Context: an optimization exercise on an open-source flow, tuned for small area, a short achievable clock period and few clock cycles. The choices shown serve that exercise and are no tape-out recipe.
The RTL was checked by simulation tests, not by an equivalence proof against the original design.

--- flow/run.sh ---
#!/bin/bash
# synth_recipe.tcl (not shown) runs the flow's synth.tcl, then flattens the netlist and writes it again
# the make line also repeats each setting of config.mk as NAME=value (left out here)
make -C /OpenROAD-flow-scripts/flow DESIGN_CONFIG=/design/flow/config.mk WORK_HOME=/design/flow/orfs CLKGATE_MAP_FILE= SYNTH_SCRIPT=/design/flow/synth_recipe.tcl finish
--- flow/config.mk ---
export PLATFORM = sky130hd
export DESIGN_NAME = quantizer
export DESIGN_NICKNAME = quantizer
export VERILOG_FILES = /design/flow/design.v
export SDC_FILE = /design/flow/constraint.sdc
export NUM_CORES = 4
export LEC_CHECK = 0
export CAP_MARGIN = 20
export CORE_MARGIN = 2
export CORE_UTILIZATION = 40
export SLEW_MARGIN = 20
--- flow/constraint.sdc ---
create_clock -name core_clock -period 27.0 [get_ports {clk}]
set_input_delay 5.4000 -clock core_clock [delete_from_list [all_inputs] [get_ports {clk}]]
set_output_delay 5.4000 -clock core_clock [all_outputs]
set_load 0.01 [all_outputs]
--- flow/design.v ---
module fp_unpack (
    input  wire [31:0] f,
    output wire [9:0]  e,
    output wire [23:0] m
);
    wire nz = (f[30:23] != 8'd0);
    assign e = nz ? {2'b00, f[30:23]} : 10'd1;
    assign m = {nz, f[22:0]};
endmodule
module fp_addn (
    input  wire        sa,
    input  wire [9:0]  ea,
    input  wire [23:0] ma,
    input  wire        sb,
    input  wire [9:0]  eb,
    input  wire [23:0] mb,
    output wire        s,
    output reg  [9:0]  e,
    output reg  [23:0] m,
    output wire        z
);
    wire        a_ge = ({~ea[9], ea[8:0], ma} >= {~eb[9], eb[8:0], mb});
    wire [9:0]  eL   = a_ge ? ea : eb;
    wire [9:0]  eS   = a_ge ? eb : ea;
    wire [23:0] mL   = a_ge ? ma : mb;
    wire [23:0] mS   = a_ge ? mb : ma;
    assign s = a_ge ? sa : sb;
    wire        sub  = sa ^ sb;
    wire [9:0]  dexp = eL - eS;
    wire [4:0]  sh   = (dexp[9:5] != 5'd0) ? 5'd31 : dexp[4:0];
    reg [26:0] al;
    reg        st;
    always @* begin
        al = {mS, 3'b000};
        st = 1'b0;
        if (sh[4]) begin st = st | (|al[15:0]); al = {16'b0, al[26:16]}; end
        if (sh[3]) begin st = st | (|al[7:0]);  al = {8'b0,  al[26:8]};  end
        if (sh[2]) begin st = st | (|al[3:0]);  al = {4'b0,  al[26:4]};  end
        if (sh[1]) begin st = st | (|al[1:0]);  al = {2'b0,  al[26:2]};  end
        if (sh[0]) begin st = st | al[0];       al = {1'b0,  al[26:1]};  end
    end
    wire [26:0] als = {al[26:1], al[0] | st};
    wire [27:0] sum = sub ? ({1'b0, mL, 3'b000} - {1'b0, als})
                          : ({1'b0, mL, 3'b000} + {1'b0, als});
    assign z = (sum == 28'd0);
    reg [26:0] nx;
    reg [4:0]  lz;
    reg [9:0]  en;
    always @* begin
        if (sum[27]) begin
            nx = {sum[27:2], sum[1] | sum[0]};
            lz = 5'd0;
            en = eL + 10'd1;
        end else begin
            nx = sum[26:0];
            lz = 5'd0;
            if (nx[26:11] == 16'd0) begin nx = {nx[10:0], 16'b0}; lz = lz + 5'd16; end
            if (nx[26:19] == 8'd0)  begin nx = {nx[18:0], 8'b0};  lz = lz + 5'd8;  end
            if (nx[26:23] == 4'd0)  begin nx = {nx[22:0], 4'b0};  lz = lz + 5'd4;  end
            if (nx[26:25] == 2'd0)  begin nx = {nx[24:0], 2'b0};  lz = lz + 5'd2;  end
            if (nx[26] == 1'b0)     begin nx = {nx[25:0], 1'b0};  lz = lz + 5'd1;  end
            en = eL - {5'd0, lz};
        end
    end
    wire        inc = nx[2] & (nx[1] | nx[0] | nx[3]);
    wire [24:0] mr  = {1'b0, nx[26:3]} + {24'd0, inc};
    always @* begin
        if (mr[24]) begin
            m = 24'h800000;
            e = en + 10'd1;
        end else begin
            m = mr[23:0];
            e = en;
        end
    end
endmodule
module fp_rnd (
    input  wire [25:0] v,
    input  wire [9:0]  ei,
    output reg  [23:0] m,
    output reg  [9:0]  e
);
    wire        inc = v[1] & (v[0] | v[2]);
    wire [24:0] mr  = {1'b0, v[25:2]} + {24'd0, inc};
    always @* begin
        if (mr[24]) begin
            m = 24'h800000;
            e = ei + 10'd1;
        end else begin
            m = mr[23:0];
            e = ei;
        end
    end
endmodule
module srt_row (
    input  wire [27:0] ws,
    input  wire [27:0] wc,
    input  wire [23:0] dm,
    output wire [27:0] ws_o,
    output wire [27:0] wc_o,
    output wire        qp,
    output wire        qn
);
    wire [3:0]  y  = ws[26:23] + wc[26:23];
    assign qp = ~y[3];
    assign qn = y[3] & ~(&y[2:0]);
    wire [27:0] ts = {ws[26:0], 1'b0};
    wire [27:0] tc = {wc[26:0], qp};
    wire [27:0] d2 = {3'b000, dm, 1'b0};
    wire [27:0] ad = qp ? ~d2 : (qn ? d2 : 28'd0);
    wire [27:0] cy = (ts & tc) | (ts & ad) | (tc & ad);
    assign ws_o = ts ^ tc ^ ad;
    assign wc_o = {cy[26:0], 1'b0};
endmodule
module mul_row (
    input  wire [23:0] s,
    input  wire [23:0] c,
    input  wire [23:0] dm,
    input  wire        b,
    output wire [23:0] s_o,
    output wire [23:0] c_o,
    output wire        o
);
    wire [23:0] ad = dm & {24{b}};
    wire [23:0] x  = s ^ c ^ ad;
    assign c_o = (s & c) | (s & ad) | (c & ad);
    assign s_o = {1'b0, x[23:1]};
    assign o   = x[0];
endmodule
module quantizer (
    input  wire        clk,
    input  wire        rst,
    input  wire        start,
    input  wire        op,
    input  wire [31:0] a,
    input  wire [31:0] qmin,
    input  wire [31:0] qmax,
    input  wire [7:0]  bits,
    output wire        ready,
    output reg         done,
    output reg  [2:0]  status,
    output wire [31:0] result
);
    localparam [2:0] ST_OK         = 3'd0;
    localparam [2:0] ST_ERR_RANGE  = 3'd3;
    localparam [2:0] ST_ERR_DOMAIN = 3'd4;
    localparam [3:0] S_IDLE = 4'd0;
    localparam [3:0] S_C1   = 4'd1;    
    localparam [3:0] S_C2   = 4'd2;    
    localparam [3:0] S_C3   = 4'd3;    
    localparam [3:0] S_MUL  = 4'd4;    
    localparam [3:0] S_DIV  = 4'd5;    
    localparam [3:0] S_FIN  = 4'd6;    
    localparam [3:0] S_SHR  = 4'd7;    
    localparam [3:0] S_ADD  = 4'd8;    
    localparam [3:0] S_PACK = 4'd9;    
    localparam integer KD = 7;         
    localparam integer ND = 4;         
    reg  [3:0]  state;
    reg         op_r;
    reg  [4:0]  bb;
    reg         bbad;
    reg  [31:0] A, MN, MX;
    reg  [9:0]  fe;
    reg  [23:0] fm;
    reg  [9:0]  de;
    reg  [23:0] dm;
    reg  [27:0] WS, WC;
    reg  [1:0]  cnt;
    reg         g1, g0, stk;
    reg  [4:0]  tt;
    reg         ysg;
    assign ready  = (state == S_IDLE);
    assign result = MN;
    reg [15:0] mask;      
    reg [23:0] smant;     
    integer    i;
    always @* begin
        for (i = 0; i < 16; i = i + 1)
            mask[i] = (i < bb);
        for (i = 0; i < 24; i = i + 1)
            smant[i] = (i > 23 - bb);
    end
    function automatic f_lt;    
        input [31:0] x, y;
        begin
            if (x[30:0] == 31'b0 && y[30:0] == 31'b0)
                f_lt = 1'b0;
            else if (x[31] != y[31])
                f_lt = x[31];
            else if (!x[31])
                f_lt = (x[30:0] < y[30:0]);
            else
                f_lt = (x[30:0] > y[30:0]);
        end
    endfunction
    wire min_fin   = (MN[30:23] != 8'hFF);
    wire max_fin   = (MX[30:23] != 8'hFF);
    wire x_nan     = (A[30:23] == 8'hFF) && (A[22:0] != 23'b0);
    wire u_bad     = (A[31:16] != 16'd0) || ((A[15:0] & ~mask) != 16'd0);
    wire range_bad = !min_fin || !max_fin || !f_lt(MN, MX);
    wire x_le_min  = !f_lt(MN, A);
    wire x_ge_max  = !f_lt(A, MX);
    wire [9:0]  mx_e, mn_e, a_e;
    wire [23:0] mx_m, mn_m, a_m;
    fp_unpack u_upx (.f(MX), .e(mx_e), .m(mx_m));
    fp_unpack u_upn (.f(MN), .e(mn_e), .m(mn_m));
    fp_unpack u_upa (.f(A),  .e(a_e),  .m(a_m));
    reg         ad_sa, ad_sb;
    reg  [9:0]  ad_ea, ad_eb;
    reg  [23:0] ad_ma, ad_mb;
    always @* begin
        case (state)
        S_C1:    begin ad_sa = MX[31]; ad_ea = mx_e; ad_ma = mx_m; end
        S_C2:    begin ad_sa = A[31];  ad_ea = a_e;  ad_ma = a_m;  end
        S_C3:    begin ad_sa = 1'b0;   ad_ea = fe + {5'd0, bb}; ad_ma = fm; end
        default: begin ad_sa = 1'b0;   ad_ea = fe;   ad_ma = fm;   end
        endcase
        if (state == S_C3) begin
            ad_sb = 1'b1; ad_eb = fe; ad_mb = fm;
        end else begin
            ad_sb = MN[31] ^ (state != S_ADD); ad_eb = mn_e; ad_mb = mn_m;
        end
    end
    wire        ad_s, ad_z;
    wire [9:0]  ad_e;
    wire [23:0] ad_m;
    fp_addn u_add (.sa(ad_sa), .ea(ad_ea), .ma(ad_ma), .sb(ad_sb), .eb(ad_eb), .mb(ad_mb),
                   .s(ad_s), .e(ad_e), .m(ad_m), .z(ad_z));
    wire ad_ovf = !ad_e[9] && (ad_e[8:0] >= 9'd255);    
    wire ad_sub = ad_e[9] || (ad_e == 10'd0);           
    wire [23:0] ms1, mc1, ms2, mc2, ms3, mc3, ms4, mc4;
    wire        mo1, mo2, mo3, mo4;
    mul_row u_m1 (.s(WS[23:0]), .c(WC[23:0]), .dm(dm), .b(A[0]), .s_o(ms1), .c_o(mc1), .o(mo1));
    mul_row u_m2 (.s(ms1), .c(mc1), .dm(dm), .b(A[1]), .s_o(ms2), .c_o(mc2), .o(mo2));
    mul_row u_m3 (.s(ms2), .c(mc2), .dm(dm), .b(A[2]), .s_o(ms3), .c_o(mc3), .o(mo3));
    mul_row u_m4 (.s(ms3), .c(mc3), .dm(dm), .b(A[3]), .s_o(ms4), .c_o(mc4), .o(mo4));
    wire        mul_last = (A[18:4] == 15'd0);
    wire [23:0] ph   = ms4 + mc4;
    wire        pstk = stk | g1 | g0 | mo1 | mo2;
    wire [25:0] pv   = ph[23] ? {ph, mo4, mo3 | pstk} : {ph[22:0], mo4, mo3, pstk};
    wire [9:0]  pe   = de + {5'd0, tt} - {9'd0, ~ph[23]};
    wire [23:0] pr_m;
    wire [9:0]  pr_e;
    fp_rnd u_prnd (.v(pv), .ei(pe), .m(pr_m), .e(pr_e));
    wire        p_ovf = !pr_e[9] && (pr_e[8:0] >= 9'd255);
    reg [4:0] ulead;
    always @* begin
        ulead = 5'd0;
        for (i = 0; i < 16; i = i + 1)
            if (A[i]) ulead = i[4:0] + 5'd1;
    end
    wire [1:0] upad = 2'd0 - ulead[1:0];
    wire [27:0] rs [0:KD];
    wire [27:0] rc [0:KD];
    wire [KD-1:0] qp, qn;
    assign rs[0] = WS;
    assign rc[0] = WC;
    genvar gi;
    generate
        for (gi = 0; gi < KD; gi = gi + 1) begin : g_srt
            srt_row u_row (.ws(rs[gi]), .wc(rc[gi]), .dm(dm), .ws_o(rs[gi+1]), .wc_o(rc[gi+1]),
                           .qp(qp[KD-1-gi]), .qn(qn[KD-1-gi]));
        end
    endgenerate
    wire [27:0] rw   = WS + WC;
    wire        rneg = rw[27];
    wire [27:0] d2   = {3'b000, dm, 1'b0};
    wire [27:0] zt   = (rw ^ d2) ^ {rw[26:0] | d2[26:0], 1'b0};
    wire        rsti = (rw != 28'd0) && (zt != 28'd0);
    wire [27:0] zq   = A[27:0] + ~MX[27:0] + {27'd0, ~rneg};
    wire [25:0] zv   = zq[27] ? {zq[27:4], zq[3], (|zq[2:0]) | rsti}
                              : {zq[26:3], zq[2], (|zq[1:0]) | rsti};
    wire [9:0]  ze   = fe - de + 10'd127 - {9'd0, ~zq[27]};
    wire        z_sub = ze[9] || (ze == 10'd0);
    wire [25:0] qv = (state == S_FIN) ? zv : WS[25:0];
    wire [9:0]  qe = (state == S_FIN) ? ze : fe;
    wire [23:0] qr_m;
    wire [9:0]  qr_e;
    fp_rnd u_qrnd (.v(qv), .ei(qe), .m(qr_m), .e(qr_e));
    wire [9:0]  tsh  = 10'd142 - qr_e;
    wire [15:0] tq   = qr_m[23:8] >> tsh[3:0];
    reg  [15:0] code;
    always @* begin
        if (!qr_e[9] && qr_e >= 10'd143)
            code = mask;
        else if (qr_e[9] || qr_e < 10'd127)
            code = 16'd0;
        else if ((tq & ~mask) != 16'd0)
            code = mask;
        else
            code = tq;
    end
    always @(posedge clk) begin
        if (rst) begin
            state <= S_IDLE;
            done  <= 1'b0;
        end else begin
            done <= 1'b0;
            case (state)
            S_IDLE: begin
                op_r <= op;
                A    <= a;
                MN   <= qmin;
                MX   <= qmax;
                bb   <= bits[4:0];
                bbad <= (bits == 8'd0) || (bits > 8'd16);
                if (start)
                    state <= S_C1;
            end
            S_C1: begin
                de <= ad_e;
                dm <= ad_m;
                if (bbad || (op_r && u_bad)) begin
                    done   <= 1'b1;
                    status <= ST_ERR_RANGE;
                    MN     <= 32'd0;
                    state  <= S_IDLE;
                end else if (range_bad || (!op_r && x_nan) || ad_ovf) begin
                    done   <= 1'b1;
                    status <= ST_ERR_DOMAIN;
                    MN     <= 32'd0;
                    state  <= S_IDLE;
                end else if (!op_r) begin
                    status <= ST_OK;
                    fe     <= ad_e;
                    fm     <= ad_m;
                    if (x_le_min) begin
                        done  <= 1'b1;
                        MN    <= 32'd0;
                        state <= S_IDLE;
                    end else if (x_ge_max) begin
                        state <= S_C3;
                    end else begin
                        state <= S_C2;
                    end
                end else begin
                    status <= ST_OK;
                    if (A[15:0] == 16'd0) begin
                        fe    <= 10'd1;
                        fm    <= 24'd0;
                        state <= S_ADD;
                    end else begin
                        A     <= A << upad;
                        tt    <= ulead;
                        WS    <= 28'd0;
                        WC    <= 28'd0;
                        g1    <= 1'b0;
                        g0    <= 1'b0;
                        stk   <= 1'b0;
                        state <= S_MUL;
                    end
                end
            end
            S_C2: begin
                fe    <= ad_e;
                fm    <= ad_m;
                state <= S_C3;
            end
            S_C3: begin
                if (ad_ovf) begin
                    done  <= 1'b1;
                    MN    <= {16'd0, mask};
                    state <= S_IDLE;
                end else begin
                    fe    <= ad_e;
                    WS    <= {4'd0, ad_m};
                    WC    <= 28'd0;
                    cnt   <= 2'd0;
                    state <= S_DIV;
                end
            end
            S_MUL: begin
                A   <= A >> 4;
                WS  <= {4'd0, ms4};
                WC  <= {4'd0, mc4};
                g1  <= mo4;
                g0  <= mo3;
                stk <= pstk;
                if (mul_last) begin
                    if (p_ovf) begin
                        done  <= 1'b1;
                        MN    <= 32'h7F800000;
                        state <= S_IDLE;
                    end else begin
                        fe    <= pr_e;
                        WS    <= {4'd0, pr_m};
                        WC    <= 28'd0;
                        dm    <= smant;
                        de    <= 10'd126 + {5'd0, bb};
                        cnt   <= 2'd0;
                        state <= S_DIV;
                    end
                end
            end
            S_DIV: begin
                WS  <= rs[KD];
                WC  <= rc[KD];
                A   <= {A[31-KD:0], qp};
                MX  <= {MX[31-KD:0], qn};
                cnt <= cnt + 2'd1;
                if (cnt == ND - 1)
                    state <= S_FIN;
            end
            S_FIN: begin
                if (!op_r) begin
                    done  <= 1'b1;
                    MN    <= {16'd0, code};
                    state <= S_IDLE;
                end else if (z_sub) begin
                    WS    <= {2'd0, zv};
                    fe    <= ze;
                    state <= S_SHR;
                end else begin
                    fe    <= qr_e;
                    fm    <= qr_m;
                    state <= S_ADD;
                end
            end
            S_SHR: begin
                if (fe == 10'd1) begin
                    fm    <= qr_m;
                    state <= S_ADD;
                end else begin
                    WS    <= {3'd0, WS[25:2], WS[1] | WS[0]};
                    fe    <= fe + 10'd1;
                end
            end
            S_ADD: begin
                if (ad_z) begin
                    done  <= 1'b1;
                    MN    <= 32'd0;
                    state <= S_IDLE;
                end else if (ad_ovf) begin
                    done  <= 1'b1;
                    MN    <= {ad_s, 8'hFF, 23'd0};
                    state <= S_IDLE;
                end else if (!ad_sub) begin
                    done  <= 1'b1;
                    MN    <= {ad_s, ad_e[7:0], ad_m[22:0]};
                    state <= S_IDLE;
                end else begin
                    fe    <= ad_e;
                    fm    <= ad_m;
                    ysg   <= ad_s;
                    state <= S_PACK;
                end
            end
            S_PACK: begin
                if (fe == 10'd1) begin
                    done  <= 1'b1;
                    MN    <= {ysg, 8'd0, fm[22:0]};
                    state <= S_IDLE;
                end else begin
                    fm    <= fm >> 1;
                    fe    <= fe + 10'd1;
                end
            end
            default: state <= S_IDLE;
            endcase
        end
    end
endmodule
==> notes.md <==
## per-layer routing
| layer | vias up | wire [µm] | share of wire, % | global-route usage, % |
|---|---|---|---|---|
| met4 | 10 | 14900 | 6.6 | 20.2 |
| li1 | 21100 | - | - | - |
| met2 | 3115 | 97300 | 43 | 57.7 |
| met1 | 23500 | 87700 | 39 | 48.7 |
| met5 | - | 74 | 0.033 | 0 |
| met3 | 638 | 25600 | 11 | 9.05 |
## synth_stat cells (all sizes together), types with 16 or more instances
master	instances
mux2	34
nand2b	58
o22ai	29
and3	43
clkinv	16
or3	28
o31ai	41
o21bai	70
nand2	659
nand4	78
xor2	70
a222oi	17
nor2b	35
inv	544
a221oi	44
o221ai	79
nor3	106
nor4	81
buf	72
a22oi	52
fa	270
a211o	26
nand3b	17
nor2	533
o21ai	446
nor3b	19
edfxtp	240
a22o	16
mux4	17
ha	357
clkbuf	253
nand3	114
mux2i	145
xnor2	198
a31oi	38
a21o	81
o211ai	44
or2	27
o21a	42
a21oi	491
and2	51
a211oi	56
## path summary, 6_finish.rpt
path / endpoint / slack, ps / from / depth (start not counted)
min reg2reg: cnt[0] / 570 / cnt[0] / 1
min: cnt[0] / 570 / cnt[0] / 1
max reg2reg: fm[7] / 7020 / state[3] / 70
max: fm[7] / 7020 / state[3] / 70
## metrics by stage
step                      hold WS, ps  utilization (%)
after floorplan                   478                -
after global placement            555             43.4
after detailed placement          559             43.4
after CTS                         567             44.4
after global routing              604             44.5
final                             567             44.5
## sequential cells by signal, summed over array words and instances, names as in the netlist
register	count
A	32
MN	32
MX	32
WC	28
WS	28
bb	5
bbad	1
cnt	2
de	10
dm	24
done	1
fe	10
fm	24
g0	1
g1	1
op_r	1
state	4
status	2
stk	1
tt	5
ysg	1
## cells by family after synthesis
family	synth area share, %
flip-flops	16.1
AO/OA/AOI/OAI	25.2
AND/OR/NAND/NOR	19.5
XOR/XNOR	5.17
adder cells (fa/ha/maj)	21.7
buffers and inverters	7.43
multiplexers	4.90
## worst max-delay path, delay by kind of cell (launching register included)
| family | cells | cell delay [ps] |
|---|---|---|
| muxes | 3 | 520 |
| xor gates and xnor gates | 1 | 200 |
| and+or+nand+nor | 19 | 5630 |
| buffers and inverters | 12 | 3130 |
| adders and majority gates | 6 | 2000 |
| AOI/OAI and AO/OA | 29 | 7690 |
| DFF | 1 | 390 |
## cell type report
cell class              count  area, µm²  area share (%)
repair buffers            288       2520            5.04
flip-flops and latches    245       7310            14.6
inverters                 560       2100            4.20
diodes                      3       7.51          0.0150
multi-input cells        4744      35100            70.1
clock inverters            23        224           0.447
well taps                1500       1880            3.75
clock buffers              39        912            1.82
==> flow_metrics.env <==
export IMPL_synth_top_area_share_pct=15.8
export IMPL_cts_tree="built"
export IMPL_num_vias=48400
export IMPL_overflow=0
export IMPL_postCtsResizedCells=0
export IMPL_finalWeightedCongestion=1.04
export IMPL_finalCriticalPeriod_ps=19980
export IMPL_ys_seq_elements=245
export IMPL_final_common_cell="nand2_1"
export IMPL_numCtsBuffers=35
export IMPL_h_tree_depth=2
export IMPL_grt_pass1_vias=46000
export IMPL_syn_num_nets=6609
export IMPL_vias_per_cell=6.54
export IMPL_layout_common_cells="nand2_1, inv_1, nor2_1"
export IMPL_required_ps=27250
export IMPL_place_inst=7337
export IMPL_grt_start_max_net_pins=65
export IMPL_end_kind="flip-flop"
export IMPL_instances_no_fill=7402
export IMPL_drt_iter0_markers=6906
export IMPL_drt_total_wl_um=226000
export IMPL_final_hold_viol_count=0
export IMPL_synth_edf_count=240
export IMPL_crit_top_cell="a21oi_1"
export IMPL_drive_above_1_share_pct=6.42
export IMPL_finClkSkew_ps=33.0
export IMPL_yosysTopAreaCell="edfxtp_1"
export IMPL_fin_ws_ps=7020
export IMPL_clk_pin_slew_ps=60
export IMPL_max_slew_worst_pin_slew_ps=1230
export IMPL_setup_viol=0
export IMPL_timing_slew_headroom_pct=16.5
export IMPL_synth_cells=5874
export IMPL_clkLatencyLatePin_ps=590
export IMPL_grt_pass1_wl_um=324000
export IMPL_final_nets=6609
export IMPL_fp_coreArea_um2=113000
export IMPL_criticalPathCategory="flip-flop to flip-flop"
export IMPL_io_buffers=144
export IMPL_arrival_ps=20230
export IMPL_grt_setup_unrepaired="false"
export IMPL_hold_buffers=0
export IMPL_placed_cell_area_um2=48900
export IMPL_ios=145
export IMPL_die_x_um=341
export IMPL_syn2layout_area_growth_pct=10.1
export IMPL_slew_violations=0
export IMPL_grt_usage_pct=37.6
export IMPL_async_flop_share_pct=0
export IMPL_pre_cts_slack_ps=7270
export IMPL_wl_per_cell_um=30.5
export IMPL_status="finished clean"
export IMPL_cts_setup_buffers=0
export IMPL_dieHeight_um=341
export IMPL_ys_seq_area_share_pct=16.1
export IMPL_crit_fanout=64
export IMPL_ys_warn_count=3
export IMPL_cap_violations=0
export IMPL_start_util_pct=40.4
export IMPL_stdcell_area_um2=50100
export IMPL_clock_sinks=245
export IMPL_slowest_stage="nor4_2"
export IMPL_setup_tns_ps=0
export IMPL_num_fill_cells=11500
export IMPL_drtPass1Iterations=6
export IMPL_startpoint_type="flip-flop"
export IMPL_avgSynthCellArea_um2=7.75
export IMPL_die_area_um2=117000
export IMPL_drc=0
export IMPL_slowest_delay_ps=870
export IMPL_ys_types=117
export IMPL_syn_area_um2=45500
export IMPL_hold_class="flip-flop to flip-flop"
export IMPL_antenna_found_initial=8
export IMPL_clockBufferDepth=3
export IMPL_netlist_top_cells_area="edfxtp_1, fa_1, ha_1"
export IMPL_root_buffer="clkbuf_16"
export IMPL_synthFlopType="edfxtp_1"
export IMPL_drt_antenna_violating_nets=0
export IMPL_dp_hpwl_um=179000
export IMPL_fin_crit_sh_pct=74.0
export IMPL_row_count=123
export IMPL_max_freq_mhz=50.1
Testbench counts, summed over its fixed seeds: cycles 73,799.

-- static timing again, ports no longer ideal --
The flow's constraints put no driver on any port. The routed layout listed below was extracted and timed again, unchanged, in two steps.
Step 1 assumes that a clkbuf_16 drives the clock port and a buf_2 every other input.
Step 2 times the ports against the registers' clock, not the clock port: input delays grow and output delays shrink by t, the midpoint of the rising clock arrivals with the driver on.
Slacks: ideal / step 1 / step 2; pairs: ideal / step 1.
t, ns: 0.659
setup WS [ns]: 7.020 / 7.020 / 7.020
worst slew at a driven data input, ns: 0.06
After both steps setup and hold are still met in this run. For this run, drivers alone change the setup slack by 0.000 ns; drivers and shift together by 0.000 ns.
